What follows belongs to an exercise in optimizing a design on an open flow for small area, a short achievable clock period and few clock cycles per item; a production flow would make more cautious choices.
Only simulation tests tie the RTL to the original design; equivalence was not proved.
Power is estimated from default activity; no workload was simulated.

`flow/config.mk`:
```
export PLATFORM = sky130hd
export DESIGN_NAME = apt_link
export DESIGN_NICKNAME = apt_link
export VERILOG_FILES = /design/flow/design.v
export SDC_FILE = /design/flow/constraint.sdc
export NUM_CORES = 4
export LEC_CHECK = 0
export ABC_CLOCK_PERIOD_IN_PS = 4000
export CAP_MARGIN = 20
export CORE_MARGIN = 2
export CORE_UTILIZATION = 55
export CTS_CLUSTER_DIAMETER = 80
export CTS_CLUSTER_SIZE = 20
export SETUP_SLACK_MARGIN = 5
export SLEW_MARGIN = 20
```
`flow/constraint.sdc`:
```
create_clock -name core_clock -period 10.0 [get_ports {clk}]
set_input_delay 2.0000 -clock core_clock [delete_from_list [all_inputs] [get_ports {clk}]]
set_output_delay 2.0000 -clock core_clock [all_outputs]
set_load 0.01 [all_outputs]
```
`flow/design.v`:
```
module apt_link (
    input  wire        clk,
    input  wire        rst,           
    input  wire        cmd_valid,
    output wire        cmd_ready,
    input  wire [47:0] cmd_word,
    output reg         rsp_valid,
    output reg  [7:0]  rsp_cmd,
    output reg  [3:0]  rsp_err,
    output reg  [63:0] rsp_data,
    input  wire        rx_valid,
    output wire        rx_ready,
    input  wire [7:0]  rx_data,
    output wire        tx_valid,
    input  wire        tx_ready,
    output wire [7:0]  tx_data
);
    localparam [7:0] MAX_PAYLOAD = 8'd32;
    localparam KA_THRESH = 20;
    localparam N_KA      = 4;
    localparam [15:0] OP_KEEPALIVE      = 16'h0492;
    localparam [15:0] OP_MOVE_COMPLETED = 16'h0464;
    localparam [15:0] OP_MOVE_HOMED     = 16'h0444;
    localparam [7:0] C_NOP = 8'h00, C_RESET = 8'h01, C_OPEN = 8'h02, C_CLOSE = 8'h03,
                     C_KA_SET = 8'h04, C_KA_CLR = 8'h05, C_LOOKUP = 8'h06, C_ENCODE = 8'h07,
                     C_TXB_CLEAR = 8'h08, C_TXB_PUSH = 8'h09, C_WRITE = 8'h0A, C_READ = 8'h0B,
                     C_ABORT = 8'h0C, C_DECODE = 8'h0D, C_RXB_GET = 8'h0E, C_DSTATUS = 8'h0F,
                     C_REG_READ = 8'h10, C_EV_CLEAR = 8'h11, C_WARN_CLEAR = 8'h12;
    localparam [3:0] E_OK = 4'd0, E_UNKNOWN = 4'd1, E_INVOPC = 4'd2, E_MALFORMED = 4'd3,
                     E_INCOMPLETE = 4'd4, E_ABORTED = 4'd5, E_NOT_OPEN = 4'd6, E_POISONED = 4'd7,
                     E_BUSY = 4'd8, E_ILLEGAL = 4'd9, E_TXLEN = 4'd10, E_BAD_SLOT = 4'd11,
                     E_BAD_INDEX = 4'd12, E_TX_OVF = 4'd13, E_FAULTED = 4'd14;
    localparam [1:0] EM_RUN = 2'd0, EM_COPY = 2'd1, EM_RESTORE = 2'd2;
    localparam [1:0] WP_KA = 2'd0, WP_HDR = 2'd1, WP_PAY = 2'd2;
    reg        ex_v;               
    reg        ex_fast;            
    reg [47:0] cq;                 
    reg [4:0]  cq_ra;              
    reg        r2_v;               
    reg [7:0]  r2_cmd;
    reg        link_open, poisoned, fault, busy;
    reg [7:0]  ka_count;
    reg [7:0]  host_addr;
    reg [N_KA-1:0] ka_valid;
    reg [7:0]  ka_addr [0:N_KA-1];
    reg [15:0] exp_opcode;
    reg [7:0]  exp_src;
    reg        exp_any;
    reg        res_valid, res_has_payload;
    reg [7:0]  res_hdr [0:5];
    reg [7:0]  res_len;
    reg [7:0]  rp0 [0:7];          
    reg [7:0]  rp1 [0:7];
    reg [7:0]  rp2 [0:7];
    reg [7:0]  rp3 [0:7];
    reg [7:0]  tx_len;
    reg [7:0]  tx_pay [0:MAX_PAYLOAD-1];
    reg [15:0] warn_count, last_warn_opcode;
    reg [7:0]  last_warn_src;
    reg [3:0]  last_err;
    reg [7:0]  last_err_cmd;
    reg [N_KA-1:0] ev_done, ev_homed;
    reg [7:0]  rxf [0:63];
    reg [5:0]  rx_head, rx_tail;
    reg [6:0]  rx_cnt;
    reg        rx_ready_r;
    reg [7:0]  txq [0:63];
    reg [5:0]  tq_head, tq_tail;
    reg [6:0]  tq_rc;              
    reg [6:0]  tq_cnt;             
    reg        tx_valid_r;
    reg [7:0]  tx_data_r;
    reg [2:0]  hk;                 
    reg [7:0]  hdr [0:5];
    reg [5:0]  fptr;               
    reg [5:0]  j;                  
    reg [1:0]  em;
    reg [5:0]  rcount;             
    reg        dec_act;            
    reg        want_r;             
    reg        w_act, w_hold;
    reg [1:0]  w_ph;
    reg [3:0]  w_mask;
    reg [2:0]  w_b;
    reg [5:0]  w_i;
    reg        w_burst;
    reg [2:0]  w_nka;
    reg [8:0]  w_need;
    integer i;
    assign cmd_ready = !ex_v && !w_act && !dec_act && (em == EM_RUN) && !r2_v && !want_r;
    assign rx_ready  = rx_ready_r;
    assign tx_valid  = tx_valid_r;
    assign tx_data   = tx_data_r;
    wire accept = cmd_valid && cmd_ready;
    wire [7:0] in_code = cmd_word[47:40];
    wire in_z_hi = (cmd_word[39:8] == 32'd0);
    wire in_z_lo = (cmd_word[7:0] == 8'd0);
    wire fast_st = in_z_hi &&
                   ((((in_code == C_TXB_CLEAR) || (in_code == C_NOP)) && in_z_lo) ||
                    ((in_code == C_TXB_PUSH) && (tx_len != MAX_PAYLOAD)));
    wire fast_rxb = (in_code == C_RXB_GET) && (cmd_word[39:8] == 32'd0) && res_valid &&
                    (cmd_word[7:0] < res_len);
    wire fast_ok  = !fault && !busy && (fast_st || fast_rxb);
    wire fast_acc = accept && fast_ok;
    wire [7:0] in_rxb_byte;
    wire push   = rx_valid && rx_ready_r;
    wire tq_pop = tx_valid_r && tx_ready;
    wire [7:0]  c_cmd  = cq[47:40];
    wire [15:0] c_opc  = cq[39:24];
    wire [7:0]  c_p1   = cq[23:16];
    wire [7:0]  c_p2   = cq[15:8];
    wire [7:0]  c_dst  = cq[7:0];
    wire [7:0]  c_b    = cq[7:0];
    wire [7:0]  c_slot = cq[15:8];
    wire [15:0] c_idx  = cq[15:0];
    wire [7:0]  c_off  = cq[15:8];
    wire [7:0]  c_len  = cq[7:0];
    wire [1:0]  c_sel  = cq[9:8];
    wire [7:0]  c_mask = cq[7:0];
    function legal_of(input [47:0] w);
        case (w[47:40])
            C_NOP, C_RESET, C_CLOSE, C_TXB_CLEAR, C_ABORT, C_DECODE, C_WARN_CLEAR:
                legal_of = (w[39:0] == 40'd0);
            C_ENCODE, C_WRITE:
                legal_of = 1'b1;
            C_READ:
                legal_of = (w[15:9] == 7'd0) && (w[7:0] == 8'd0);
            C_OPEN, C_TXB_PUSH, C_REG_READ:
                legal_of = (w[39:8] == 32'd0);
            C_KA_SET, C_LOOKUP, C_RXB_GET, C_DSTATUS:
                legal_of = (w[39:16] == 24'd0);
            C_KA_CLR:
                legal_of = (w[39:16] == 24'd0) && (w[7:0] == 8'd0);
            C_EV_CLEAR:
                legal_of = (w[39:10] == 30'd0);
            default:
                legal_of = 1'b0;
        endcase
    endfunction
    reg c_legal;                   
    reg opc_valid;                 
    reg len_ok;                    
    function [15:0] table_opcode(input [3:0] idx);
        case (idx)
            4'd0:  table_opcode = 16'h0453;
            4'd1:  table_opcode = 16'h0443;
            4'd2:  table_opcode = 16'h0464;
            4'd3:  table_opcode = 16'h0491;
            4'd4:  table_opcode = 16'h0413;
            4'd5:  table_opcode = 16'h0490;
            4'd6:  table_opcode = 16'h0492;
            4'd7:  table_opcode = 16'h0444;
            4'd8:  table_opcode = 16'h040A;
            4'd9:  table_opcode = 16'h040B;
            4'd10: table_opcode = 16'h0414;
            4'd11: table_opcode = 16'h0415;
            4'd12: table_opcode = 16'h0210;
            4'd13: table_opcode = 16'h0211;
            4'd14: table_opcode = 16'h0212;
            default: table_opcode = 16'h0000;
        endcase
    endfunction
    reg in_opc_valid;
    always @* begin
        in_opc_valid = 1'b0;
        for (i = 0; i < 15; i = i + 1)
            if (table_opcode(i[3:0]) == cmd_word[39:24])
                in_opc_valid = 1'b1;
    end
    reg        reg_ok;
    reg [31:0] reg_val;
    always @* begin
        reg_ok  = 1'b1;
        reg_val = 32'd0;
        case (c_b)
            8'h00: reg_val = {20'd0, last_err, 1'b0, (rx_cnt != 7'd0), (tq_cnt != 7'd0),
                              res_valid, busy, fault, poisoned, link_open};
            8'h01: reg_val = {24'd0, ka_count};
            8'h02: reg_val = {24'd0, host_addr};
            8'h03: reg_val = {25'd0, rx_cnt};
            8'h04: reg_val = {25'd0, tq_cnt};
            8'h05: reg_val = {24'd0, tx_len};
            8'h06: reg_val = {res_hdr[3], res_hdr[2], res_hdr[1], res_hdr[0]};
            8'h07: reg_val = {15'd0, res_has_payload, res_hdr[5], res_hdr[4]};
            8'h08: reg_val = {24'd0, res_len};
            8'h09: reg_val = {7'd0, exp_any, exp_src, exp_opcode};
            8'h0A: reg_val = {16'd0, warn_count};
            8'h0B: reg_val = {8'd0, last_warn_src, last_warn_opcode};
            8'h0C: reg_val = {24'd0, {(8-N_KA){1'b0}}, ev_done};
            8'h0D: reg_val = {24'd0, {(8-N_KA){1'b0}}, ev_homed};
            8'h0E: reg_val = {16'd0, last_err_cmd, 4'd0, last_err};
            8'h0F: reg_val = {16'd15, 4'd0, 4'd4, 8'd20};
            8'h10: reg_val = {23'd0, ka_valid[0], ka_addr[0]};
            8'h11: reg_val = {23'd0, ka_valid[1], ka_addr[1]};
            8'h12: reg_val = {23'd0, ka_valid[2], ka_addr[2]};
            8'h13: reg_val = {23'd0, ka_valid[3], ka_addr[3]};
            default: reg_ok = 1'b0;
        endcase
    end
    wire [4:0] ra = busy ? j[4:0] : cq_ra;
    wire [2:0] ra_r1 = ra[4:2] + 3'd1;
    wire [7:0] bk0 = rp0[(ra[1:0] > 2'd0) ? ra_r1 : ra[4:2]];
    wire [7:0] bk1 = rp1[(ra[1:0] > 2'd1) ? ra_r1 : ra[4:2]];
    wire [7:0] bk2 = rp2[(ra[1:0] > 2'd2) ? ra_r1 : ra[4:2]];
    wire [7:0] bk3 = rp3[ra[4:2]];
    wire [7:0] fb0 = rp0[cmd_word[4:2]];
    wire [7:0] fb1 = rp1[cmd_word[4:2]];
    wire [7:0] fb2 = rp2[cmd_word[4:2]];
    wire [7:0] fb3 = rp3[cmd_word[4:2]];
    assign in_rxb_byte = cmd_word[1] ? (cmd_word[0] ? fb3 : fb2) : (cmd_word[0] ? fb1 : fb0);
    reg  [7:0] win0, win1, win2, win3;
    always @* begin
        case (ra[1:0])
            2'd0: begin win0 = bk0; win1 = bk1; win2 = bk2; win3 = bk3; end
            2'd1: begin win0 = bk1; win1 = bk2; win2 = bk3; win3 = bk0; end
            2'd2: begin win0 = bk2; win1 = bk3; win2 = bk0; win3 = bk1; end
            default: begin win0 = bk3; win1 = bk0; win2 = bk1; win3 = bk2; end
        endcase
    end
    wire [31:0] sw = {win3, win2, win1, win0};
    wire [12:0] sflags = {sw[31], sw[24], sw[14], sw[13], sw[12], sw[10], sw[9],
                          sw[7], sw[6], sw[5], sw[4], sw[1], sw[0]};
    wire        hdr_ok = (hk == 3'd6);
    wire [15:0] f_opc  = {hdr[1], hdr[0]};
    wire [7:0]  f_src  = hdr[5];
    wire        f_long = hdr[4][7];
    wire [7:0]  f_plen = f_long ? hdr[2] : 8'd0;
    wire [8:0]  f_len  = 9'd6 + {1'b0, f_plen};
    reg         hv;
    reg  [7:0]  plen_r;
    reg  [8:0]  flen_r;
    always @(posedge clk) begin
        hv     <= hdr_ok;
        plen_r <= f_plen;
        flen_r <= f_len;
    end
    wire        hvv = hv && hdr_ok;
    wire        f_complete = hvv && ({2'd0, rx_cnt} >= flen_r);
    wire f_match = (f_opc == exp_opcode) && (exp_any || (f_src == exp_src));
    reg [N_KA-1:0] f_slots;
    always @* begin
        for (i = 0; i < N_KA; i = i + 1)
            f_slots[i] = ka_valid[i] && (ka_addr[i] == f_src);
    end
    wire f_unsol = ((f_opc == OP_MOVE_COMPLETED) || (f_opc == OP_MOVE_HOMED)) &&
                   (f_slots != {N_KA{1'b0}}) && (exp_any || (f_src != exp_src));
    wire pl_done_c = ({2'd0, j} == f_plen);      
    wire pl_done   = ({2'd0, j} == plen_r);      
    wire rd_match = busy && f_match && (em == EM_RUN) && !dec_act;
    wire live     = rd_match && hdr_ok && !pl_done_c && (rx_cnt == (7'd6 + {1'b0, j}));
    wire want     = rd_match && hvv && !pl_done && f_complete;
    wire eng_free = !ex_v && !r2_v;        
    wire do_commit = hvv && (em == EM_RUN) && eng_free && pl_done &&
                     ((busy && f_match) || (dec_act && f_complete));
    wire do_drop   = busy && hvv && !f_match && f_complete && (em == EM_RUN) &&
                     eng_free && !dec_act;
    wire do_decinc = dec_act && hvv && !f_complete && (em == EM_RUN);
    wire start_copy = (em == EM_RUN) && !ex_v && !r2_v &&
                      ((want && want_r) || (dec_act && hvv && f_complete && !pl_done));
    wire pop = do_commit || do_drop;
    wire [7:0] rx_rd = rxf[fptr];
    wire cap_fifo = !hdr_ok && ({4'd0, hk} < rx_cnt);
    wire cap0     = !hdr_ok && (cap_fifo || push);
    wire cap1     = !hdr_ok && (hk != 3'd5) && push && (rx_cnt == {4'd0, hk} + 7'd1);
    wire [7:0] cap0_b = cap_fifo ? rx_rd : rx_data;
    wire       burst_c = (ka_count > KA_THRESH);
    wire [2:0] nvalid  = {2'd0, ka_valid[0]} + {2'd0, ka_valid[1]} +
                         {2'd0, ka_valid[2]} + {2'd0, ka_valid[3]};
    wire [2:0] nka_c   = burst_c ? nvalid : 3'd0;
    wire [8:0] need_c  = ({6'd0, nka_c} * 9'd6) + 9'd6 + {1'b0, tx_len};
    reg        burst_now, w_ka0_r;
    reg  [2:0] nka_now;
    reg  [8:0] need_now;
    reg        fits_now;           
    always @(posedge clk) begin
        burst_now <= burst_c;
        w_ka0_r   <= burst_c && (ka_valid != 4'd0);
        nka_now   <= nka_c;
        need_now  <= need_c;
        fits_now  <= ({2'd0, tq_cnt} + (w_act ? w_need : need_c)) <= 9'd64;
    end
    wire       fits_w = fits_now;
    wire [1:0] w_slot = w_mask[0] ? 2'd0 : w_mask[1] ? 2'd1 : w_mask[2] ? 2'd2 : 2'd3;
    wire [3:0] w_mask_nx = w_mask & ~(4'd1 << w_slot);
    wire [7:0] tp_byte = tx_pay[w_i[4:0]];
    reg [7:0] w_byte;
    always @* begin
        case (w_ph)
            WP_KA: case (w_b)
                      3'd0: w_byte = OP_KEEPALIVE[7:0];
                      3'd1: w_byte = OP_KEEPALIVE[15:8];
                      3'd2: w_byte = 8'h00;
                      3'd3: w_byte = 8'h00;
                      3'd4: w_byte = ka_addr[w_slot];
                      default: w_byte = host_addr;
                  endcase
            WP_HDR: case (w_b)
                      3'd0: w_byte = c_opc[7:0];
                      3'd1: w_byte = c_opc[15:8];
                      3'd2: w_byte = c_p1;
                      3'd3: w_byte = c_p2;
                      3'd4: w_byte = c_dst;
                      default: w_byte = host_addr;
                  endcase
            default: w_byte = tp_byte;
        endcase
    end
    wire w_step = w_act && !(w_hold && !fits_w);
    wire w_last = (w_ph == WP_PAY) ? ({2'd0, w_i} + 8'd1 == tx_len)
                                   : ((w_ph == WP_HDR) && (w_b == 3'd5) && (tx_len == 8'd0));
    wire w_ka0   = w_ka0_r;
    wire wr_ok   = ex_v && (c_cmd == C_WRITE) && !fault && !busy && link_open && !poisoned &&
                   opc_valid && len_ok;
    wire wr_push0 = wr_ok && fits_now;
    wire       tq_push  = w_step || wr_push0;
    wire [7:0] tq_pbyte = w_act ? w_byte : (w_ka0 ? OP_KEEPALIVE[7:0] : c_opc[7:0]);
    task rec_err(input [3:0] e, input [7:0] c);
        begin
            if (e != E_OK && e != E_FAULTED) begin
                last_err     <= e;
                last_err_cmd <= c;
            end
            case (e)
                E_UNKNOWN, E_INVOPC, E_MALFORMED, E_BUSY, E_ILLEGAL,
                E_TXLEN, E_BAD_SLOT, E_BAD_INDEX, E_TX_OVF: fault <= 1'b1;
                E_INCOMPLETE, E_ABORTED: poisoned <= 1'b1;
                default: ;
            endcase
        end
    endtask
    task respond(input [7:0] c, input [3:0] e, input [63:0] d);
        begin
            rsp_valid <= 1'b1;
            rsp_cmd   <= c;
            rsp_err   <= e;
            rsp_data  <= (e == E_OK) ? d : 64'd0;
        end
    endtask
    task fail(input [3:0] e);
        begin
            rec_err(e, c_cmd);
            respond(c_cmd, e, 64'd0);
        end
    endtask
    task apply_reset;
        begin
            link_open <= 1'b0; poisoned <= 1'b0; fault <= 1'b0; busy <= 1'b0;
            ka_count <= 8'd0; host_addr <= 8'd0;
            ka_valid <= {N_KA{1'b0}};
            for (i = 0; i < N_KA; i = i + 1) ka_addr[i] <= 8'd0;
            exp_opcode <= 16'd0; exp_src <= 8'd0; exp_any <= 1'b0;
            res_valid <= 1'b0; res_has_payload <= 1'b0; res_len <= 8'd0;
            for (i = 0; i < 6; i = i + 1) res_hdr[i] <= 8'd0;
            tx_len <= 8'd0;
            warn_count <= 16'd0; last_warn_opcode <= 16'd0; last_warn_src <= 8'd0;
            last_err <= 4'd0; last_err_cmd <= 8'd0;
            ev_done <= {N_KA{1'b0}}; ev_homed <= {N_KA{1'b0}};
        end
    endtask
    task flush_rx;
        begin
            rx_head <= 6'd0; rx_tail <= 6'd0; rx_cnt <= 7'd0;
            hk <= 3'd0; fptr <= 6'd0; j <= 6'd0; em <= EM_RUN; dec_act <= 1'b0;
        end
    endtask
    task flush_tx;
        begin
            tq_head <= 6'd0; tq_tail <= 6'd0; tq_rc <= 7'd0; tq_cnt <= 7'd0;
            tx_valid_r <= 1'b0;
        end
    endtask
    task rp_write(input [4:0] a, input [7:0] d);
        begin
            case (a[1:0])
                2'd0: rp0[a[4:2]] <= d;
                2'd1: rp1[a[4:2]] <= d;
                2'd2: rp2[a[4:2]] <= d;
                default: rp3[a[4:2]] <= d;
            endcase
        end
    endtask
    wire [6:0] rx_popn   = pop ? flen_r[6:0] : 7'd0;
    wire [6:0] rx_cnt_m  = rx_cnt - rx_popn;
    wire [6:0] rx_cnt_p  = rx_cnt_m + 7'd1;
    wire [5:0] pbase     = rx_head + 6'd6;
    wire [5:0] j_eff     = j + {5'd0, live && push};
    always @(posedge clk) begin
        rsp_valid <= 1'b0;
        if (push) begin
            rxf[rx_tail] <= live ? win0 : rx_data;
            rx_tail      <= rx_tail + 6'd1;
        end
        rx_cnt     <= push ? rx_cnt_p : rx_cnt_m;
        rx_ready_r <= link_open && ((rx_cnt + {6'd0, push}) < 7'd64);
        if (pop)
            rx_head <= rx_head + flen_r[5:0];
        want_r <= want;
        if (!hdr_ok) begin
            if (cap0) hdr[hk] <= cap0_b;
            if (cap1) hdr[hk + 3'd1] <= rx_data;
            hk   <= hk + {2'd0, cap0} + {2'd0, cap1};
            fptr <= fptr + {5'd0, cap0} + {5'd0, cap1};
        end else begin
            case (em)
            EM_RUN: begin
                if (live && push) begin
                    rp_write(j[4:0], rx_data);
                    j    <= j + 6'd1;
                    fptr <= fptr + 6'd1;
                end
                if (do_commit) begin
                    for (i = 0; i < 6; i = i + 1) res_hdr[i] <= hdr[i];
                    res_has_payload <= f_long;
                    res_len         <= f_plen;
                    res_valid       <= 1'b1;
                    busy            <= 1'b0;
                    dec_act         <= 1'b0;
                    respond(dec_act ? C_DECODE : C_READ, E_OK,
                            {7'd0, f_long, f_plen, hdr[5], hdr[4], hdr[3], hdr[2], hdr[1], hdr[0]});
                    hk   <= 3'd0;
                    j    <= 6'd0;
                    fptr <= rx_head + flen_r[5:0];
                end else if (do_drop) begin
                    if (f_unsol) begin
                        for (i = 0; i < N_KA; i = i + 1) begin
                            if (f_slots[i] && f_opc == OP_MOVE_COMPLETED) ev_done[i]  <= 1'b1;
                            if (f_slots[i] && f_opc == OP_MOVE_HOMED)     ev_homed[i] <= 1'b1;
                        end
                    end else begin
                        if (warn_count != 16'hFFFF)
                            warn_count <= warn_count + 16'd1;
                        last_warn_opcode <= f_opc;
                        last_warn_src    <= f_src;
                    end
                    hk   <= 3'd0;
                    j    <= 6'd0;
                    fptr <= rx_head + flen_r[5:0];
                end else if (do_decinc) begin
                    dec_act <= 1'b0;
                    rec_err(E_INCOMPLETE, C_DECODE);
                    respond(C_DECODE, E_INCOMPLETE, 64'd0);
                end else if (start_copy) begin
                    em <= EM_COPY;
                end
            end
            EM_COPY: begin
                rp_write(j[4:0], rx_rd);
                j    <= j + 6'd1;
                fptr <= fptr + 6'd1;
                if ({2'd0, j} + 8'd1 == plen_r)
                    em <= EM_RUN;
            end
            default: begin       
                rp_write(j[4:0], rx_rd);
                j    <= j + 6'd1;
                fptr <= fptr + 6'd1;
                if (j + 6'd1 == rcount) begin
                    em   <= EM_RUN;
                    j    <= 6'd0;
                    fptr <= pbase;
                end
            end
            endcase
        end
        if (tq_push) begin
            txq[tq_tail] <= tq_pbyte;
            tq_tail      <= tq_tail + 6'd1;
        end
        if (!tx_valid_r || tx_ready) begin
            if (tq_rc != 7'd0) begin
                tx_data_r  <= txq[tq_head];
                tx_valid_r <= 1'b1;
                tq_head    <= tq_head + 6'd1;
                tq_rc      <= tq_rc + {6'd0, tq_push} - 7'd1;
            end else if (tq_push) begin
                tx_data_r  <= tq_pbyte;
                tx_valid_r <= 1'b1;
                tq_head    <= tq_head + 6'd1;
            end else
                tx_valid_r <= 1'b0;
        end else
            tq_rc <= tq_rc + {6'd0, tq_push};
        tq_cnt <= tq_pop ? (tq_cnt + {6'd0, tq_push} - 7'd1) : (tq_cnt + {6'd0, tq_push});
        if (w_step) begin
            w_hold <= 1'b0;
            if (w_last) begin
                w_act    <= 1'b0;
                ka_count <= w_burst ? 8'd1 : ka_count + 8'd1;
                tx_len   <= 8'd0;
                respond(C_WRITE, E_OK, {32'd0, 7'd0, w_need, 13'd0, w_nka});
            end
            case (w_ph)
                WP_KA: begin
                    if (w_b == 3'd5) begin
                        w_b    <= 3'd0;
                        w_mask <= w_mask_nx;
                        if (w_mask_nx == 4'd0) w_ph <= WP_HDR;
                    end else
                        w_b <= w_b + 3'd1;
                end
                WP_HDR: begin
                    if (w_b == 3'd5) begin
                        w_b  <= 3'd0;
                        w_ph <= WP_PAY;
                    end else
                        w_b <= w_b + 3'd1;
                end
                default: w_i <= w_i + 6'd1;
            endcase
        end
        if (r2_v) begin
            r2_v <= 1'b0;
            respond(r2_cmd, E_OK, 64'd0);
        end
        ex_v    <= accept;
        ex_fast <= fast_acc;
        if (accept) begin
            cq    <= cmd_word;
            c_legal   <= legal_of(cmd_word);
            opc_valid <= in_opc_valid;
            len_ok    <= cmd_word[7] ? (tx_len == cmd_word[23:16]) : (tx_len == 8'd0);
            cq_ra <= (cmd_word[47:40] == C_DSTATUS) ? cmd_word[12:8] : cmd_word[4:0];
        end
        if (ex_v && ex_fast) begin
            if (c_cmd == C_TXB_CLEAR)
                tx_len <= 8'd0;
            else if (c_cmd == C_TXB_PUSH) begin
                tx_pay[tx_len[4:0]] <= c_b;
                tx_len <= tx_len + 8'd1;
            end
        end else if (ex_v) begin
            if (fault && !(c_legal && (c_cmd == C_RESET || c_cmd == C_REG_READ)))
                fail(E_FAULTED);
            else if (busy && !(c_legal && (c_cmd == C_RESET || c_cmd == C_REG_READ ||
                                           c_cmd == C_ABORT)))
                fail(E_BUSY);
            else if (!c_legal)
                fail(E_ILLEGAL);
            else begin
                case (c_cmd)
                C_NOP: respond(c_cmd, E_OK, 64'd0);
                C_RESET: begin
                    apply_reset;
                    flush_rx;
                    flush_tx;
                    rx_ready_r <= 1'b0;
                    if (busy) begin
                        respond(C_READ, E_ABORTED, 64'd0);
                        r2_cmd <= C_RESET;
                        r2_v   <= 1'b1;
                    end else
                        respond(C_RESET, E_OK, 64'd0);
                end
                C_OPEN: begin
                    link_open <= 1'b1;
                    poisoned  <= 1'b0;
                    ka_count  <= 8'd0;
                    host_addr <= c_b;
                    flush_rx;
                    flush_tx;
                    rx_ready_r <= 1'b1;
                    respond(c_cmd, E_OK, 64'd0);
                end
                C_CLOSE: begin
                    link_open <= 1'b0;
                    flush_rx;
                    flush_tx;
                    rx_ready_r <= 1'b0;
                    respond(c_cmd, E_OK, 64'd0);
                end
                C_KA_SET: begin
                    if (c_slot >= N_KA)
                        fail(E_BAD_SLOT);
                    else if (c_b[7])
                        fail(E_ILLEGAL);
                    else begin
                        ka_addr[c_slot[1:0]]  <= c_b;
                        ka_valid[c_slot[1:0]] <= 1'b1;
                        respond(c_cmd, E_OK, 64'd0);
                    end
                end
                C_KA_CLR: begin
                    if (c_slot >= N_KA)
                        fail(E_BAD_SLOT);
                    else begin
                        ka_addr[c_slot[1:0]]  <= 8'd0;
                        ka_valid[c_slot[1:0]] <= 1'b0;
                        respond(c_cmd, E_OK, 64'd0);
                    end
                end
                C_LOOKUP: begin
                    if (c_idx >= 16'd15)
                        fail(E_UNKNOWN);
                    else
                        respond(c_cmd, E_OK, {48'd0, table_opcode(c_idx[3:0])});
                end
                C_ENCODE: begin
                    if (!opc_valid)
                        fail(E_INVOPC);
                    else
                        respond(c_cmd, E_OK, {16'd0, host_addr, c_dst, c_p2, c_p1,
                                              c_opc[15:8], c_opc[7:0]});
                end
                C_TXB_CLEAR: begin
                    tx_len <= 8'd0;
                    respond(c_cmd, E_OK, 64'd0);
                end
                C_TXB_PUSH: begin
                    if (tx_len == MAX_PAYLOAD)
                        fail(E_TX_OVF);
                    else begin
                        tx_pay[tx_len[4:0]] <= c_b;
                        tx_len <= tx_len + 8'd1;
                        respond(c_cmd, E_OK, 64'd0);
                    end
                end
                C_WRITE: begin
                    if (!link_open)
                        fail(E_NOT_OPEN);
                    else if (poisoned)
                        fail(E_POISONED);
                    else if (!opc_valid)
                        fail(E_INVOPC);
                    else if (!len_ok)
                        fail(E_TXLEN);
                    else begin
                        w_act   <= 1'b1;
                        w_burst <= burst_now;
                        w_nka   <= nka_now;
                        w_need  <= need_now;
                        w_mask  <= burst_now ? ka_valid : 4'd0;
                        w_ph    <= w_ka0 ? WP_KA : WP_HDR;
                        w_i     <= 6'd0;
                        w_hold  <= !fits_now;
                        w_b     <= fits_now ? 3'd1 : 3'd0;
                    end
                end
                C_READ: begin
                    if (!link_open)
                        fail(E_NOT_OPEN);
                    else if (poisoned)
                        fail(E_POISONED);
                    else begin
                        exp_opcode <= c_opc;
                        exp_src    <= cq[23:16];
                        exp_any    <= cq[8];
                        busy       <= 1'b1;
                    end
                end
                C_ABORT: begin
                    if (busy) begin
                        busy     <= 1'b0;
                        poisoned <= 1'b1;
                        if (rx_cnt != 7'd0) begin
                            rec_err(E_INCOMPLETE, C_READ);
                            respond(C_READ, E_INCOMPLETE, 64'd0);
                        end else begin
                            rec_err(E_ABORTED, C_READ);
                            respond(C_READ, E_ABORTED, 64'd0);
                        end
                        r2_cmd <= C_ABORT;
                        r2_v   <= 1'b1;
                        if (j_eff != 6'd0) begin
                            em     <= EM_RESTORE;
                            rcount <= j_eff;
                            j      <= 6'd0;
                            fptr   <= pbase;
                        end
                    end else
                        respond(c_cmd, E_OK, 64'd0);
                end
                C_DECODE: begin
                    if (!link_open)
                        fail(E_NOT_OPEN);
                    else if (poisoned)
                        fail(E_POISONED);
                    else if (rx_cnt < 7'd6)
                        fail(E_INCOMPLETE);
                    else
                        dec_act <= 1'b1;
                end
                C_RXB_GET: begin
                    if (!res_valid || (c_idx >= {8'd0, res_len}))
                        fail(E_BAD_INDEX);
                    else
                        respond(c_cmd, E_OK, {56'd0, win0});
                end
                C_DSTATUS: begin
                    if (c_len != 8'd4)
                        fail(E_MALFORMED);
                    else if (!res_valid || ({1'b0, c_off} + 9'd4 > {1'b0, res_len}))
                        fail(E_MALFORMED);
                    else
                        respond(C_DSTATUS, E_OK, {sw, 19'd0, sflags});
                end
                C_REG_READ: begin
                    if (!reg_ok)
                        fail(E_ILLEGAL);
                    else
                        respond(c_cmd, E_OK, {32'd0, reg_val});
                end
                C_EV_CLEAR: begin
                    if (c_sel == 2'd0)
                        fail(E_ILLEGAL);
                    else begin
                        if (c_sel[0]) ev_done  <= ev_done  & ~c_mask[N_KA-1:0];
                        if (c_sel[1]) ev_homed <= ev_homed & ~c_mask[N_KA-1:0];
                        respond(c_cmd, E_OK, 64'd0);
                    end
                end
                C_WARN_CLEAR: begin
                    warn_count       <= 16'd0;
                    last_warn_opcode <= 16'd0;
                    last_warn_src    <= 8'd0;
                    respond(c_cmd, E_OK, 64'd0);
                end
                default: fail(E_ILLEGAL);
                endcase
            end
        end
        if (fast_acc) begin
            rsp_valid <= 1'b1;
            rsp_cmd   <= in_code;
            rsp_err   <= E_OK;
            rsp_data  <= {56'd0, (in_code == C_RXB_GET) ? in_rxb_byte : 8'd0};
        end
        if (rst) begin
            apply_reset;
            flush_rx;
            flush_tx;
            ex_v       <= 1'b0;
            ex_fast    <= 1'b0;
            r2_v       <= 1'b0;
            w_act      <= 1'b0;
            want_r     <= 1'b0;
            rx_ready_r <= 1'b0;
            rsp_valid  <= 1'b0;
            rsp_cmd    <= 8'd0;
            rsp_err    <= 4'd0;
            rsp_data   <= 64'd0;
        end
    end
endmodule
```
`flow/run.sh`:
```
#!/bin/bash
# synth_recipe.tcl (not shown) runs the flow's synth.tcl, then flattens the netlist and writes it again
# the make line also repeats each setting of config.mk as NAME=value (left out here)
make -C /OpenROAD-flow-scripts/flow DESIGN_CONFIG=/design/flow/config.mk WORK_HOME=/design/flow/orfs CLKGATE_MAP_FILE= SYNTH_SCRIPT=/design/flow/synth_recipe.tcl finish
```
==> impl_metrics.py, run 1 <==
metrics = {
    "run_status": {
        "outcome": "complete, no violations",
    },
    "final_layout": {
        "post_route_cells_drive_above_1_share_pct": 17.9,
        "fin_area_sq_mm": 0.103,
        "fin_util_pct": 60.4,
        "num-nets-final": 6863,
        "areaGrowthSynthToFinish_pct": 9.48,
    },
    "sta": {
        "drv_slew": 0,
        "finalSetupViolations": 0,
        "fin_skew_ns": 0.0291,
        "setup_slack_ns": 5.08,
        "maxSlewHeadroom_pct": 14.6,
        "hold_viol_final": 0,
        "worst_slew_pin_slew_ns": 1.28,
        "timing.setup.tns_ns": 0,
        "fin_crit_ns": 4.92,
        "fin_crit_sh_pct": 49.2,
        "grt_setup_unrepaired": "yes",
        "fmax_mhz": 203,
    },
    "global_routing": {
        "grt_pass1_vias": 58460,
        "antenna_found_initial": 18,
        "grt_overflow": 0,
        "grt_max_degree": 113,
        "track_usage_pct": 34.7,
        "grt_pass1_wl_microns": 431000,
    },
    "die": {
        "die_h_microns": 418,
        "start_util_pct": 55.2,
        "dieArea_sq_mm": 0.175,
        "ios": 149,
        "core_area_sq_mm": 0.171,
        "rows": 152,
        "die_x_microns": 418,
    },
    "logic_synthesis": {
        "synthTopCellsByArea": "edfxtp_1 (54%), mux4_2 (12%), dfxtp_1 (8.1%)",
        "synth_commonest_cells": "edfxtp_1 (1697), nand2_1 (579), nor2_1 (546)",
        "yosys_warnings": 2,
        "syn_inst": 6648,
        "syn-num-nets": 6828,
        "synth_flop_cell": "edfxtp_1",
        "synth_top_area_share_pct": 54.0,
        "synth.distinct_cells": 97,
        "netlist_area_sq_mm": 0.0944,
        "synth_edf_count": 1697,
        "syn_area_per_cell_sq_um": 14.2,
        "synth-seq-area-share_pct": 62.0,
        "yosysTopAreaCell": "edfxtp_1",
        "post-synth-top-count-cell": "edfxtp_1",
        "synth_seq_cells": 2077,
        "async_reset_ff_share_pct": 0,
    },
    "detailed_routing": {
        "wl_per_cell_microns": 33.9,
        "route.detailed.drc": 0,
        "drt-pass1-iter-count": 6,
        "vias_per_cell": 6.81,
        "wirelength_microns": 306000,
        "num_vias": 61359,
        "drtIter0Drc": 8453,
        "ant_nets": 0,
    },
    "worst_setup_path": {
        "startpoint_type": "flop",
        "cp-end-kind": "flop",
        "crit_required_ns": 10.46,
        "cp_slowest_cell": "edfxtp_1",
        "critPathKind": "reg2reg",
        "crit_arrival_ns": 5.38,
        "rr_startpoint": "cq_ra[3]",
        "cp-startpoint": "cq_ra[3]",
        "path_cells": "nor2b_1, a21oi_1, buf_4, inv_1, ha_1, nand4b_1, and3_1, nor2_2, buf_6, mux2i_1, mux2i_1, mux2_2, a221o_1, mux2_2, buf_4",
        "cp_max_fo": 64,
        "critical_path.max_stage_delay_ns": 0.55,
    },
    "clock_network": {
        "root_buffer": "clkbuf_16",
        "clkTransAtPathRegs_ns": 0.08,
        "ctsLongestPathBuffers": 3,
        "clk-insertion-delay-late_ns": 0.83,
        "cts_sinks": 2077,
        "cts_buffers": 135,
        "cts_max_level": 4,
        "holdBufCountCts": 0,
        "cts_tree": "yes",
    },
    "pwr": {
        "p_leak_nw": 32.8,
        "power.density_mw_per_mm2": 168,
        "vdd_ir_drop_max_v": 0.000193,
        "power.total_mw": 17.4,
    },
    "flow_run": {
        "maxCapViolations": 0,
    },
    "min_path": {
        "hp-start": "nka_now[2]",
        "hold_class": "reg2reg",
    },
    "place": {
        "place.port_buffers": 148,
        "hpwl_microns": 210000,
        "gp_congestion": 1.04,
        "placed_area_sq_mm": 0.0985,
        "pre_cts_slack_ns": 3.94,
    },
}
-- layout by cell type (no fill, tap or decap), drive strengths merged, types with 46 or more instances in the layout --
master / synthesis / final
a21oi: 353 / 353
a22oi: 80 / 80
a31oi: 50 / 50
and2: 54 / 54
buf: 137 / 175
clkbuf: 285 / 182
clkdlybuf4s50: 0 / 142
dfxtp: 380 / 380
edfxtp: 1697 / 1697
ha: 111 / 111
inv: 116 / 135
mux2: 140 / 141
mux2i: 218 / 218
mux4: 514 / 514
nand2: 579 / 579
nand3: 176 / 176
nand4: 46 / 46
nor2: 548 / 548
nor3: 91 / 91
o21ai: 178 / 178
xnor2: 111 / 111
xor2: 101 / 101
-- what timing repair did --
action / in CTS / in global routing
resized for setup: 85 / 69
setup endpoints to repair: 1104 / 827
setup buffers: 3 / 14
pin swaps: 3 / 3
cloned: 1 / 1
-- report_power, final --
| group | internal [mW] | switching (mW) |
|---|---|---|
| Combinational | 0.913 | 1.14 |
| Clock | 2.68 | 3.03 |
| Sequential | 9.43 | 0.196 |
| Total | 13.0 | 4.37 |
-- metrics by stage --
| stage | hold WS [ns] | instances |
|---|---|---|
| finish | 0.408 | 9016 |
| global route | 0.413 | 9004 |
| CTS | 0.409 | 8988 |
| detailed placement | 0.390 | 8760 |
| global placement | 0.387 | 8760 |
| floorplan | 0.370 | 6648 |
-- path summary, 6_finish.rpt --
check	to	slack (ns)	cells after the start
setup / recovery	rxf[27][2]	5.08	15
hold / removal	w_nka[2]	0.41	0
setup reg to reg	rxf[27][2]	5.08	15
hold reg to reg	w_nka[2]	0.41	0
-- cell families after synthesis --
kind of cell               count (synthesis)  share of synthesized area, %
DFF                                     2077                          62.0
buffers and inverters                    542                          2.25
adders and majority gates                120                          1.65
and+or+nand+nor                         1770                          8.59
muxes                                    872                          16.2
AOI/OAI and AO/OA                       1054                          7.24
xor gates and xnor gates                 213                          2.00
-- flip-flops by register name, summed over array words and instances, names as in the netlist, 16 cells and up, named ones only --
name	cells
txq	512
rp3	64
rp1	64
cq	48
exp_opcode	16
rp0	64
rsp_data	64
ka_addr	28
warn_count	16
hdr	48
res_hdr	48
last_warn_opcode	16
rp2	64
rxf	512
tx_pay	256
-- area by class of cell --
cell class                      count  area [sq um]
Fill cell                       13096         67800
Antenna cell                       13          32.5
Clock buffer                      182          3670
Clock inverter                     42           459
Tap cell                         2233          2790
Multi-Input combinational cell   4030         34500
Timing Repair Buffer              318          2830
Inverter                          120           455
Sequential cell                  2077         58600
Timing Repair inverter              1          5.00
-- routing by layer --
layer	vias to the layer above	track usage, %	share of wire [%]
met2	3324	51.9	45
li1	25848	-	-
met4	10	17.7	6.0
met5	-	0	0.024
met3	671	6.49	9.3
met1	31506	49.1	40
-- critical path, delay by kind of cell, from the launching register on --
family                   cells  cell delay (ns)
buffers and inverters        4             1.07
adder cells (fa/ha/maj)      1             0.38
flip-flops                   1             0.55
AND/OR/NAND/NOR              4             0.86
AO/OA/AOI/OAI                2             0.53
multiplexers                 4             1.03
Testbench counts, summed over its fixed seeds: cycles 52,870, items 1,200.
==> inputs of run 2 (changes only) <==
--- a/flow/design.v
+++ b/flow/design.v
@@ -35,4 +35,5 @@
     reg        ex_v;               
     reg        ex_fast;            
+    reg        ex_wfast;           
     reg [47:0] cq;                 
     reg [4:0]  cq_ra;              
@@ -88,5 +89,6 @@
     reg [8:0]  w_need;
     integer i;
-    assign cmd_ready = !ex_v && !w_act && !dec_act && (em == EM_RUN) && !r2_v && !want_r;
+    reg    cmd_ready_r;
+    assign cmd_ready = cmd_ready_r;
     assign rx_ready  = rx_ready_r;
     assign tx_valid  = tx_valid_r;
@@ -104,5 +106,8 @@
     wire fast_acc = accept && fast_ok;
     wire [7:0] in_rxb_byte;
-    wire push   = rx_valid && rx_ready_r;
+    wire rx_acc = rx_valid && rx_ready_r;    
+    reg        push;               
+    reg  [7:0] rxd;
+    wire [6:0] rx_tot = rx_cnt + {6'd0, push};    
     wire tq_pop = tx_valid_r && tx_ready;
     wire [7:0]  c_cmd  = cq[47:40];
@@ -174,9 +179,9 @@
         reg_val = 32'd0;
         case (c_b)
-            8'h00: reg_val = {20'd0, last_err, 1'b0, (rx_cnt != 7'd0), (tq_cnt != 7'd0),
+            8'h00: reg_val = {20'd0, last_err, 1'b0, (rx_tot != 7'd0), (tq_cnt != 7'd0),
                               res_valid, busy, fault, poisoned, link_open};
             8'h01: reg_val = {24'd0, ka_count};
             8'h02: reg_val = {24'd0, host_addr};
-            8'h03: reg_val = {25'd0, rx_cnt};
+            8'h03: reg_val = {25'd0, rx_tot};
             8'h04: reg_val = {25'd0, tq_cnt};
             8'h05: reg_val = {24'd0, tx_len};
@@ -251,6 +256,7 @@
     wire want     = rd_match && hvv && !pl_done && f_complete;
     wire eng_free = !ex_v && !r2_v;        
-    wire do_commit = hvv && (em == EM_RUN) && eng_free && pl_done &&
-                     ((busy && f_match) || (dec_act && f_complete));
+    wire do_commit = hvv && (em == EM_RUN) && eng_free &&
+                     ((pl_done && ((busy && f_match) || (dec_act && f_complete))) ||
+                      (live && push && ({2'd0, j} + 8'd1 == plen_r)));
     wire do_drop   = busy && hvv && !f_match && f_complete && (em == EM_RUN) &&
                      eng_free && !dec_act;
@@ -259,9 +265,14 @@
                       ((want && want_r) || (dec_act && hvv && f_complete && !pl_done));
     wire pop = do_commit || do_drop;
+    wire early = rx_acc && hvv && (em == EM_RUN) && eng_free && live &&
+                 (push ? ({2'd0, j} + 8'd2 == plen_r) : ({2'd0, j} + 8'd1 == plen_r));
+    reg        lastc;
+    reg  [4:0] lidx;
+    wire [5:0] j_eff = j + {5'd0, live && push};
     wire [7:0] rx_rd = rxf[fptr];
     wire cap_fifo = !hdr_ok && ({4'd0, hk} < rx_cnt);
     wire cap0     = !hdr_ok && (cap_fifo || push);
     wire cap1     = !hdr_ok && (hk != 3'd5) && push && (rx_cnt == {4'd0, hk} + 7'd1);
-    wire [7:0] cap0_b = cap_fifo ? rx_rd : rx_data;
+    wire [7:0] cap0_b = cap_fifo ? rx_rd : rxd;
     wire       burst_c = (ka_count > KA_THRESH);
     wire [2:0] nvalid  = {2'd0, ka_valid[0]} + {2'd0, ka_valid[1]} +
@@ -278,5 +289,5 @@
         nka_now   <= nka_c;
         need_now  <= need_c;
-        fits_now  <= ({2'd0, tq_cnt} + (w_act ? w_need : need_c)) <= 9'd64;
+        fits_now  <= w_act ? (({2'd0, tq_cnt} + w_need) <= 9'd64) : (tq_cnt <= 7'd2);
     end
     wire       fits_w = fits_now;
@@ -312,7 +323,12 @@
     wire wr_ok   = ex_v && (c_cmd == C_WRITE) && !fault && !busy && link_open && !poisoned &&
                    opc_valid && len_ok;
-    wire wr_push0 = wr_ok && fits_now;
+    wire wr_push0 = wr_ok && (fits_now || ex_wfast);
+    wire in_len_ok = cmd_word[7] ? (tx_len == cmd_word[23:16]) : (tx_len == 8'd0);
+    wire fast_wr   = accept && (in_code == C_WRITE) && !fault && !busy && link_open &&
+                     !poisoned && in_opc_valid && in_len_ok && (tq_cnt == 7'd0);
     wire       tq_push  = w_step || wr_push0;
-    wire [7:0] tq_pbyte = w_act ? w_byte : (w_ka0 ? OP_KEEPALIVE[7:0] : c_opc[7:0]);
+    wire [7:0] tq_pbyte = w_act   ? w_byte :
+                          ex_wfast ? (w_ka0 ? OP_KEEPALIVE[15:8] : c_opc[15:8]) :
+                                     (w_ka0 ? OP_KEEPALIVE[7:0] : c_opc[7:0]);
     task rec_err(input [3:0] e, input [7:0] c);
         begin
@@ -362,4 +378,5 @@
             rx_head <= 6'd0; rx_tail <= 6'd0; rx_cnt <= 7'd0;
             hk <= 3'd0; fptr <= 6'd0; j <= 6'd0; em <= EM_RUN; dec_act <= 1'b0;
+            push <= 1'b0; lastc <= 1'b0;
         end
     endtask
@@ -380,23 +397,46 @@
         end
     endtask
+    wire x_fault_ok = !fault || (c_legal && (c_cmd == C_RESET || c_cmd == C_REG_READ));
+    wire dec_start  = ex_v && !ex_fast && (c_cmd == C_DECODE) && !fault && !busy && c_legal &&
+                      link_open && !poisoned && (rx_tot >= 7'd6);
+    wire r2_start   = ex_v && !ex_fast && busy && c_legal &&
+                      (((c_cmd == C_ABORT) && !fault) || (c_cmd == C_RESET));
+    wire rest_start = r2_start && (c_cmd == C_ABORT) && (j_eff != 6'd0);
+    wire em_busy_n  = ((em == EM_COPY) && ({2'd0, j} + 8'd1 != plen_r)) ||
+                      ((em == EM_RESTORE) && (j + 6'd1 != rcount)) ||
+                      (hdr_ok && start_copy) || rest_start;
+    wire w_act_n    = (w_act && !(w_step && w_last)) || wr_ok;
+    wire dec_act_n  = (dec_act && !(hdr_ok && (do_commit || do_decinc))) || dec_start;
+    wire ready_n    = !(accept || w_act_n || dec_act_n || em_busy_n || r2_start || want || early);
     wire [6:0] rx_popn   = pop ? flen_r[6:0] : 7'd0;
     wire [6:0] rx_cnt_m  = rx_cnt - rx_popn;
     wire [6:0] rx_cnt_p  = rx_cnt_m + 7'd1;
+    wire [6:0] rx_cnt_em = rx_cnt + 7'd1 - flen_r[6:0];      
+    wire [6:0] rx_cnt_ep = rx_cnt + 7'd2 - flen_r[6:0];
+    wire [5:0] rx_head_p = rx_head + flen_r[5:0];
     wire [5:0] pbase     = rx_head + 6'd6;
-    wire [5:0] j_eff     = j + {5'd0, live && push};
     always @(posedge clk) begin
         rsp_valid <= 1'b0;
         if (push) begin
-            rxf[rx_tail] <= live ? win0 : rx_data;
+            rxf[rx_tail] <= live ? win0 : rxd;
             rx_tail      <= rx_tail + 6'd1;
         end
-        rx_cnt     <= push ? rx_cnt_p : rx_cnt_m;
-        rx_ready_r <= link_open && ((rx_cnt + {6'd0, push}) < 7'd64);
-        if (pop)
-            rx_head <= rx_head + flen_r[5:0];
+        rx_cnt     <= early ? (push ? rx_cnt_ep : rx_cnt_em) : (push ? rx_cnt_p : rx_cnt_m);
+        rx_ready_r <= link_open && ((rx_tot + {6'd0, rx_acc}) < 7'd64);
+        push       <= rx_acc && !early;
+        rxd        <= rx_data;
+        lastc      <= early;
+        if (early)
+            lidx <= plen_r[4:0] - 5'd1;
+        if (lastc)
+            rp_write(lidx, rxd);
+        if (early)
+            rx_head <= rx_head_p - 6'd1;
+        else if (pop)
+            rx_head <= rx_head_p;
         want_r <= want;
         if (!hdr_ok) begin
             if (cap0) hdr[hk] <= cap0_b;
-            if (cap1) hdr[hk + 3'd1] <= rx_data;
+            if (cap1) hdr[hk + 3'd1] <= rxd;
             hk   <= hk + {2'd0, cap0} + {2'd0, cap1};
             fptr <= fptr + {5'd0, cap0} + {5'd0, cap1};
@@ -405,9 +445,9 @@
             EM_RUN: begin
                 if (live && push) begin
-                    rp_write(j[4:0], rx_data);
+                    rp_write(j[4:0], rxd);
                     j    <= j + 6'd1;
                     fptr <= fptr + 6'd1;
                 end
-                if (do_commit) begin
+                if (do_commit || early) begin
                     for (i = 0; i < 6; i = i + 1) res_hdr[i] <= hdr[i];
                     res_has_payload <= f_long;
@@ -420,5 +460,5 @@
                     hk   <= 3'd0;
                     j    <= 6'd0;
-                    fptr <= rx_head + flen_r[5:0];
+                    fptr <= early ? rx_head_p - 6'd1 : rx_head_p;
                 end else if (do_drop) begin
                     if (f_unsol) begin
@@ -482,4 +522,9 @@
             tq_rc <= tq_rc + {6'd0, tq_push};
         tq_cnt <= tq_pop ? (tq_cnt + {6'd0, tq_push} - 7'd1) : (tq_cnt + {6'd0, tq_push});
+        if (fast_wr) begin
+            tx_valid_r <= 1'b1;
+            tx_data_r  <= w_ka0 ? OP_KEEPALIVE[7:0] : cmd_word[31:24];
+            tq_cnt     <= 7'd1;
+        end
         if (w_step) begin
             w_hold <= 1'b0;
@@ -515,9 +560,11 @@
         ex_v    <= accept;
         ex_fast <= fast_acc;
+        ex_wfast <= fast_wr;
+        cmd_ready_r <= ready_n;
         if (accept) begin
             cq    <= cmd_word;
             c_legal   <= legal_of(cmd_word);
             opc_valid <= in_opc_valid;
-            len_ok    <= cmd_word[7] ? (tx_len == cmd_word[23:16]) : (tx_len == 8'd0);
+            len_ok    <= in_len_ok;
             cq_ra <= (cmd_word[47:40] == C_DSTATUS) ? cmd_word[12:8] : cmd_word[4:0];
         end
@@ -632,6 +679,6 @@
                         w_ph    <= w_ka0 ? WP_KA : WP_HDR;
                         w_i     <= 6'd0;
-                        w_hold  <= !fits_now;
-                        w_b     <= fits_now ? 3'd1 : 3'd0;
+                        w_hold  <= !fits_now && !ex_wfast;
+                        w_b     <= ex_wfast ? 3'd2 : fits_now ? 3'd1 : 3'd0;
                     end
                 end
@@ -652,5 +699,5 @@
                         busy     <= 1'b0;
                         poisoned <= 1'b1;
-                        if (rx_cnt != 7'd0) begin
+                        if (rx_tot != 7'd0) begin
                             rec_err(E_INCOMPLETE, C_READ);
                             respond(C_READ, E_INCOMPLETE, 64'd0);
@@ -675,5 +722,5 @@
                     else if (poisoned)
                         fail(E_POISONED);
-                    else if (rx_cnt < 7'd6)
+                    else if (rx_tot < 7'd6)
                         fail(E_INCOMPLETE);
                     else
@@ -731,4 +778,8 @@
             ex_v       <= 1'b0;
             ex_fast    <= 1'b0;
+            ex_wfast   <= 1'b0;
+            cmd_ready_r <= 1'b1;
+            push       <= 1'b0;
+            lastc      <= 1'b0;
             r2_v       <= 1'b0;
             w_act      <= 1'b0;
@@ -736,7 +787,4 @@
             rx_ready_r <= 1'b0;
             rsp_valid  <= 1'b0;
-            rsp_cmd    <= 8'd0;
-            rsp_err    <= 4'd0;
-            rsp_data   <= 64'd0;
         end
     end
==> flow/flow/run.sh (new file) <==
#!/bin/bash
set -euo pipefail
bash standard.sh SETUP_SLACK_MARGIN=6.5 finish > standard_flow.log 2>&1
==> flow/standard.sh (new file) <==
#!/bin/bash
# synth_recipe.tcl (not shown) runs the flow's synth.tcl, then flattens the netlist and writes it again
# the make line also repeats each setting of config.mk as NAME=value (left out here)
make -C /OpenROAD-flow-scripts/flow DESIGN_CONFIG=/design/flow/config.mk WORK_HOME=/design/flow/orfs CLKGATE_MAP_FILE= SYNTH_SCRIPT=/design/flow/synth_recipe.tcl "${@:-finish}"
--- a/flow/config.mk
+++ b/flow/config.mk
@@ -9,7 +9,6 @@
 export CAP_MARGIN = 20
 export CORE_MARGIN = 2
-export CORE_UTILIZATION = 55
+export CORE_UTILIZATION = 50
 export CTS_CLUSTER_DIAMETER = 80
 export CTS_CLUSTER_SIZE = 20
-export SETUP_SLACK_MARGIN = 5
 export SLEW_MARGIN = 20
removed: flow/run.sh
==> impl_metrics.py, run 2 <==
metrics = {
    "run_status": {
        "outcome": "complete, no violations",
    },
    "detailed_routing": {
        "num_vias": 71073,
        "vias_per_cell": 6.74,
        "route.detailed.drc": 0,
        "wirelength_microns": 379000,
        "drt-pass1-iter-count": 9,
        "wl_per_cell_microns": 35.9,
        "ant_nets": 0,
        "drtIter0Drc": 9914,
    },
    "final_layout": {
        "post_route_cells_drive_above_1_share_pct": 36.0,
        "n_fill_cell": 14912,
        "multi_input_area_sq_mm": 0.0439,
        "areaGrowthSynthToFinish_pct": 23.5,
        "final_cell_mix": "edfxtp_1 (1702), mux4_2 (524), nand2_1 (461), buf_4 (380), nor2_1 (349)",
        "num-nets-final": 7956,
        "final_common_cell": "edfxtp_1",
        "regArea_sq_mm": 0.0593,
        "stdcell_count": 10542,
        "fin_util_pct": 61.9,
    },
    "die": {
        "ios": 149,
        "die_x_microns": 451,
        "start_util_pct": 50.2,
        "dieArea_sq_mm": 0.203,
        "core_area_sq_mm": 0.199,
        "die_h_microns": 451,
        "rows": 164,
    },
    "sta": {
        "worst_slew_pin_slew_ns": 1.13,
        "drv_slew": 0,
        "grt_setup_unrepaired": "yes",
        "fin_crit_ns": 4.45,
        "fin_skew_ns": 0.0409,
        "hold_viol_final": 0,
        "finalSetupViolations": 0,
        "fin_crit_sh_pct": 44.5,
        "maxSlewHeadroom_pct": 24.1,
        "fmax_mhz": 225,
        "timing.setup.tns_ns": 0,
    },
    "logic_synthesis": {
        "synth.distinct_cells": 117,
        "synthTopCellsByArea": "edfxtp_1 (51%), mux4_2 (12%), dfxtp_1 (7.9%)",
        "syn_area_per_cell_sq_um": 14.0,
        "synth_edf_count": 1702,
        "async_reset_ff_share_pct": 0,
        "synth_top_area_share_pct": 51.2,
        "synth_flop_cell": "edfxtp_1",
        "syn_inst": 7111,
        "post-synth-top-count-cell": "edfxtp_1",
        "yosysTopAreaCell": "edfxtp_1",
        "synth-seq-area-share_pct": 59.1,
        "syn-num-nets": 7307,
        "netlist_area_sq_mm": 0.0998,
        "yosys_warnings": 2,
        "synth_seq_cells": 2094,
        "synth_commonest_cells": "edfxtp_1 (1702), nand2_1 (527), mux4_2 (524)",
    },
    "worst_setup_path": {
        "r2r-end": "j[0]",
        "critical_path.max_stage_delay_ns": 0.50,
        "cp_slowest_cell": "or4_4",
        "endpoint": "j[0]",
        "crit_required_ns": 10.74,
        "critPathKind": "reg2reg",
        "crit_arrival_ns": 5.19,
        "rr_startpoint": "hdr[1][2]",
        "startpoint_type": "flop",
        "path_cells": "xor2_1, nor4_2, nand4_1, buf_6, or3_4, nor4_4, ha_2, ha_4, or4_4, o31a_1, nand4_1, nand2_4, or3_4, a211oi_2",
        "reg2reg_depth": 14,
        "cp-end-kind": "flop",
        "r2r_slack_ns": 5.55,
        "cp-startpoint": "hdr[1][2]",
        "cp_max_fo": 5,
    },
    "global_routing": {
        "antenna_found_initial": 18,
        "grt_pass1_wl_microns": 521000,
        "grt_pass1_vias": 67361,
        "track_usage_pct": 36.1,
        "grt_max_degree": 66,
        "grt_overflow": 0,
    },
    "clock_network": {
        "holdBufCountCts": 0,
        "cts_tree": "yes",
        "cts_sinks": 2094,
        "cts_buffers": 145,
        "clkTransAtPathRegs_ns": 0.09,
        "ctsLongestPathBuffers": 3,
        "root_buffer": "clkbuf_16",
        "cts_max_level": 4,
        "clk-insertion-delay-late_ns": 0.86,
    },
    "min_path": {
        "hold_class": "reg2reg",
        "whs_path_depth": 0,
    },
    "place": {
        "dp.cells": 9617,
        "hpwl_microns": 236000,
        "place.port_buffers": 148,
        "gp_congestion": 1.02,
    },
    "pwr": {
        "power.density_mw_per_mm2": 152,
        "p_leak_nw": 40.4,
        "vdd_ir_drop_max_v": 0.000172,
        "power.total_mw": 18.7,
    },
    "flow_run": {
        "maxCapViolations": 0,
    },
}
run 2: worst min-delay path by stage:
stage                startpoint          end
floorplan             tx_len[0]  need_now[0]
global placement    need_now[1]    w_need[1]
detailed placement  need_now[4]    w_need[4]
CTS                  nka_now[0]     w_nka[0]
global route        need_now[0]    w_need[0]
finish              need_now[0]    w_need[0]
run 2: cells by family (layout without fill, tap and decap cells):
group                      after synthesis  count (layout)  share of synthesized area [%]
DFF                                   2094            2094                           59.1
adders and majority gates              136             136                           1.79
AOI/OAI and AO/OA                     1154            1154                           7.73
other                                    0              16                              0
buffers and inverters                  593            1317                           2.47
xor gates and xnor gates               230             230                           2.03
muxes                                 1101            1101                           18.1
and+or+nand+nor                       1803            1838                           8.83
run 2: routing by layer:
metal / wire, microns / part of all wire (%) / vias up / GRT usage, %
met2: 168000 / 44 / 4382 / 53.9
met3: 38700 / 10 / 910 / 7.56
met4: 24000 / 6.3 / 8 / 18.6
li1: - / - / 29210 / -
met5: 58 / 0.015 / - / 0
met1: 148000 / 39 / 36563 / 50.1
run 2: layout make-up:
type                    instances  area share, %
multi-input cells            4459           35.6
flip-flops and latches       2094           48.1
well taps                    2656           2.70
repair buffers                921           9.32
inverters                     138          0.475
clock inverters                54          0.570
clock buffers                 203           3.26
repair inverters                1        0.00406
diodes                         16         0.0325
run 2: through the flow:
stage / hold slack [ns] / area (sq um) / setup WS (ns)
4_1_cts: 0.396 / 120000 / 5.70
3_3_place_gp: 0.388 / 105000 / 4.19
6_report: 0.396 / 123000 / 5.55
5_1_grt: 0.406 / 123000 / 5.54
2_1_floorplan: 0.368 / 101000 / 5.89
3_5_place_dp: 0.389 / 105000 / 4.20
run 2: report_power, final:
| group | internal (mW) | switching [mW] | total, mW |
|---|---|---|---|
| combinational | 1.27 | 1.51 | 2.79 |
| sequential | 9.48 | 0.138 | 9.62 |
| clock | 3.05 | 3.25 | 6.29 |
| total | 13.8 | 4.90 | 18.7 |
run 2: critical path: cells and delay by family (launching register included):
kind,cells,cell delay (ns)
buffers and inverters,1,0.18
DFF,1,0.47
adders and majority gates,2,0.49
AOI/OAI and AO/OA,2,0.44
xor gates and xnor gates,1,0.19
and+or+nand+nor,8,2.56
run 2: repair_timing:
action | CTS | global route
cloned | 88 | 24
buffers inserted | 400 | 138
endpoints found under the setup margin | 2931 | 2300
gates resized for setup | 1411 | 400
pin swaps | 208 | 172
Testbench counts of run 2, summed over its fixed seeds: cycles 51,185, items 1,200.
==> inputs of run 3 (changes only) <==
--- a/flow/design.v
+++ b/flow/design.v
@@ -252,12 +252,14 @@
     wire pl_done_c = ({2'd0, j} == f_plen);      
     wire pl_done   = ({2'd0, j} == plen_r);      
-    wire rd_match = busy && f_match && (em == EM_RUN) && !dec_act;
+    reg  m_r, exp_new;
+    wire rd_busy  = busy && !exp_new;
+    wire rd_match = rd_busy && m_r && (em == EM_RUN) && !dec_act;
     wire live     = rd_match && hdr_ok && !pl_done_c && (rx_cnt == (7'd6 + {1'b0, j}));
     wire want     = rd_match && hvv && !pl_done && f_complete;
     wire eng_free = !ex_v && !r2_v;        
     wire do_commit = hvv && (em == EM_RUN) && eng_free &&
-                     ((pl_done && ((busy && f_match) || (dec_act && f_complete))) ||
+                     ((pl_done && ((rd_busy && m_r) || (dec_act && f_complete))) ||
                       (live && push && ({2'd0, j} + 8'd1 == plen_r)));
-    wire do_drop   = busy && hvv && !f_match && f_complete && (em == EM_RUN) &&
+    wire do_drop   = rd_busy && hvv && !m_r && f_complete && (em == EM_RUN) &&
                      eng_free && !dec_act;
     wire do_decinc = dec_act && hvv && !f_complete && (em == EM_RUN);
@@ -429,6 +431,6 @@
         if (early)
             lidx <= plen_r[4:0] - 5'd1;
-        if (lastc)
-            rp_write(lidx, rxd);
+        if (lastc || (hdr_ok && ((em != EM_RUN) || (live && push))))
+            rp_write(lastc ? lidx : j[4:0], (em == EM_RUN) ? rxd : rx_rd);
         if (early)
             rx_head <= rx_head_p - 6'd1;
@@ -436,4 +438,10 @@
             rx_head <= rx_head_p;
         want_r <= want;
+        exp_new <= 1'b0;
+        if (!hdr_ok && ((cap0 && hk == 3'd5) || (cap1 && hk == 3'd4)))
+            m_r <= (f_opc == exp_opcode) &&
+                   (exp_any || (((cap0 && hk == 3'd5) ? cap0_b : rxd) == exp_src));
+        else
+            m_r <= f_match;
         if (!hdr_ok) begin
             if (cap0) hdr[hk] <= cap0_b;
@@ -445,5 +453,4 @@
             EM_RUN: begin
                 if (live && push) begin
-                    rp_write(j[4:0], rxd);
                     j    <= j + 6'd1;
                     fptr <= fptr + 6'd1;
@@ -485,5 +492,4 @@
             end
             EM_COPY: begin
-                rp_write(j[4:0], rx_rd);
                 j    <= j + 6'd1;
                 fptr <= fptr + 6'd1;
@@ -492,5 +498,4 @@
             end
             default: begin       
-                rp_write(j[4:0], rx_rd);
                 j    <= j + 6'd1;
                 fptr <= fptr + 6'd1;
@@ -693,4 +698,5 @@
                         exp_any    <= cq[8];
                         busy       <= 1'b1;
+                        exp_new    <= 1'b1;
                     end
                 end
@@ -782,4 +788,5 @@
             push       <= 1'b0;
             lastc      <= 1'b0;
+            exp_new    <= 1'b0;
             r2_v       <= 1'b0;
             w_act      <= 1'b0;
==> flow/run.sh (new file) <==
#!/bin/bash
# synth_recipe.tcl (not shown) runs the flow's synth.tcl, then flattens the netlist and writes it again
# the make line also repeats each setting of config.mk as NAME=value (left out here)
make -C /OpenROAD-flow-scripts/flow DESIGN_CONFIG=/design/flow/config.mk WORK_HOME=/design/flow/orfs CLKGATE_MAP_FILE= SYNTH_SCRIPT=/design/flow/synth_recipe.tcl finish
--- a/flow/config.mk
+++ b/flow/config.mk
@@ -9,6 +9,7 @@
 export CAP_MARGIN = 20
 export CORE_MARGIN = 2
-export CORE_UTILIZATION = 50
+export CORE_UTILIZATION = 55
 export CTS_CLUSTER_DIAMETER = 80
 export CTS_CLUSTER_SIZE = 20
+export SETUP_SLACK_MARGIN = 5
 export SLEW_MARGIN = 20
removed: flow/flow/run.sh
removed: flow/standard.sh
==> impl_metrics.py, run 3 <==
metrics = {
    "run_status": {
        "outcome": "complete, no violations",
    },
    "pwr": {
        "power.density_mw_per_mm2": 167,
        "power.total_mw": 17.6,
        "p_leak_nw": 33.7,
        "vdd_ir_drop_max_v": 0.000181,
        "p_int_mw": 13.1,
        "p_clk_share_pct": 33.0,
        "seq_power_share_pct": 54.9,
        "switchingPower_mw": 4.54,
    },
    "worst_setup_path": {
        "path_cells": "buf_4, mux2i_2, buf_4, clkinv_1, ha_2, mux2i_1, a21oi_2, buf_6, mux4_2, mux2i_1, mux2i_1, o211ai_1, a21boi_0, o22ai_1",
        "r2r_slack_ns": 5.05,
        "critical_path.max_stage_delay_ns": 0.78,
        "startpoint_type": "flop",
        "crit_required_ns": 10.68,
        "critPathKind": "reg2reg",
        "cp-end-kind": "flop",
        "cp_slowest_cell": "o211ai_1",
        "crit_arrival_ns": 5.63,
    },
    "place": {
        "gp_congestion": 1.07,
        "hpwl_microns": 226000,
        "pre_cts_slack_ns": 3.92,
    },
    "detailed_routing": {
        "num_vias": 64385,
        "route.detailed.drc": 0,
        "wirelength_microns": 323000,
        "wl_per_cell_microns": 34.2,
        "drtIter0Drc": 9267,
        "drt-pass1-iter-count": 9,
    },
    "die": {
        "dieArea_sq_mm": 0.178,
        "rows": 153,
        "die_x_microns": 422,
        "core_area_sq_mm": 0.174,
        "start_util_pct": 55.4,
    },
    "logic_synthesis": {
        "yosysTopAreaCell": "edfxtp_1",
        "syn-num-nets": 7149,
        "synth.distinct_cells": 108,
        "post-synth-top-count-cell": "edfxtp_1",
        "netlist_area_sq_mm": 0.0963,
        "synth_fa_ha_area_share_pct": 1.81,
        "synth_top_family_by_area": "multiplexers",
        "synth-compound-area-share_pct": 8.21,
        "synthSimpleGateAreaFrac_pct": 9.44,
        "synthXorXnorAreaFrac_pct": 2.23,
        "synth_mux_area_share_pct": 14.6,
        "synthTopCellsByArea": "edfxtp_1 (53%), mux4_2 (11%), dfxtp_1 (8.2%)",
        "synth_commonest_cells": "edfxtp_1 (1702), nand2_1 (625), nor2_1 (563)",
        "async_reset_ff_share_pct": 0,
    },
    "final_layout": {
        "stdcell_count": 9429,
        "final_cell_mix": "edfxtp_1 (1702), nand2_1 (622), nor2_1 (533), mux4_2 (489), dfxtp_1 (383)",
        "final_common_cell": "edfxtp_1",
        "multi_input_area_sq_mm": 0.0356,
        "num-nets-final": 7190,
    },
    "sta": {
        "timing.setup.tns_ns": 0,
        "maxSlewHeadroom_pct": 13.9,
        "grt_setup_unrepaired": "yes",
        "fin_crit_sh_pct": 49.5,
        "finalSetupViolations": 0,
        "drv_slew": 0,
        "fin_skew_ns": 0.0509,
        "fmax_mhz": 202,
        "hold_viol_final": 0,
    },
    "clock_network": {
        "holdBufCountCts": 0,
        "clkTransAtPathRegs_ns": 0.08,
        "cts_sinks": 2096,
        "cts_tree": "yes",
        "cts_max_level": 4,
        "root_buffer": "clkbuf_16",
    },
    "min_path": {
        "hp-start": "need_now[5]",
        "whs_path_depth": 0,
    },
    "global_routing": {
        "grt_pass1_vias": 61118,
        "track_usage_pct": 35.9,
        "grt_max_degree": 66,
    },
}
run 3: cell count changes after synthesis, moves of 32 or more:
cell,previous run,this run
buf_2,101,67
mux2_2,372,80
mux4_2,524,489
nand2_1,527,625
nor2_1,486,563
nor3_1,81,118
o22ai_1,81,49
run 3: logic make-up (layout without fill, tap and decap cells):
group           after synthesis  after routing
other cells                   0              3
xor+xnor                    244            244
mux                         770            770
compound gates             1181           1181
buf+inv                     581            725
fa+ha+maj                   132            132
flops                      2096           2096
simple gates               1953           1953
run 3: layout make-up:
| class | count | share of cell area (%) |
|---|---|---|
| well taps | 2325 | 2.76 |
| multi-input cells | 4280 | 33.8 |
| diodes | 3 | 0.00712 |
| flip-flops and latches | 2096 | 56.0 |
| clock buffers | 197 | 3.52 |
| repair buffers | 339 | 2.86 |
| inverters | 144 | 0.525 |
| clock inverters | 45 | 0.530 |
run 3: power groups by stage:
stage,sequential (mW),clock [mW],combinational (mW)
global route,9.69,6.18,2.24
detailed placement,9.88,0,2.08
global placement,9.89,0,2.06
floorplan,9.79,0,1.34
finish,9.69,5.83,2.12
CTS,9.68,5.89,2.10
run 3: worst max-delay path, delay by kind of cell, from the launching register on:
family	cells	cell delay, ns
muxes	5	1.41
buffers and inverters	4	0.98
AOI/OAI and AO/OA	4	1.60
DFF	1	0.30
adders and majority gates	1	0.44
run 3: through the flow:
stage          util [%]  hold slack [ns]
6_report           60.6            0.407
4_1_cts            60.4            0.406
3_5_place_dp       57.8            0.389
2_1_floorplan         -            0.370
3_3_place_gp       57.8            0.385
5_1_grt            60.6            0.408
run 3: layer usage:
| layer | wire length [microns] | track usage, % |
|---|---|---|
| met1 | 127000 | 50.5 |
| met2 | 144000 | 53.6 |
| met3 | 31500 | 6.74 |
| met4 | 20700 | 18.6 |
| met5 | 101 | 0 |
run 3: what timing repair did:
action                     4_1_cts  5_1_grt
hold endpoints to repair         0        0
resized for setup               33       69
pin swaps                        1        5
setup endpoints to repair      777      949
setup buffers                    1       18
run 3: worst max-delay path by stage:
stage	startpoint	to	slack, ns	cells after the start
finish	j[3]	rsp_data[44]	5.05	14
global route	hk[0]	rx_cnt[6]	4.94	21
CTS	j[2]	fptr[2]	4.89	19
detailed placement	cmd_word[26]	rsp_data[5]	3.92	9
global placement	cmd_word[32]	rsp_data[5]	3.55	9
floorplan	j[2]	rxf[0][4]	5.02	16
Testbench counts of run 3, summed over its fixed seeds: cycles 51,185, items 1,200.

Setup slack of run 3, layout unchanged: 5.053 ns with ideal ports, 5.053 ns with driving cells assumed (clock clkbuf_16, inputs buf_2), 4.205 ns with port delays also shifted by the 0.907 ns mid clock arrival.
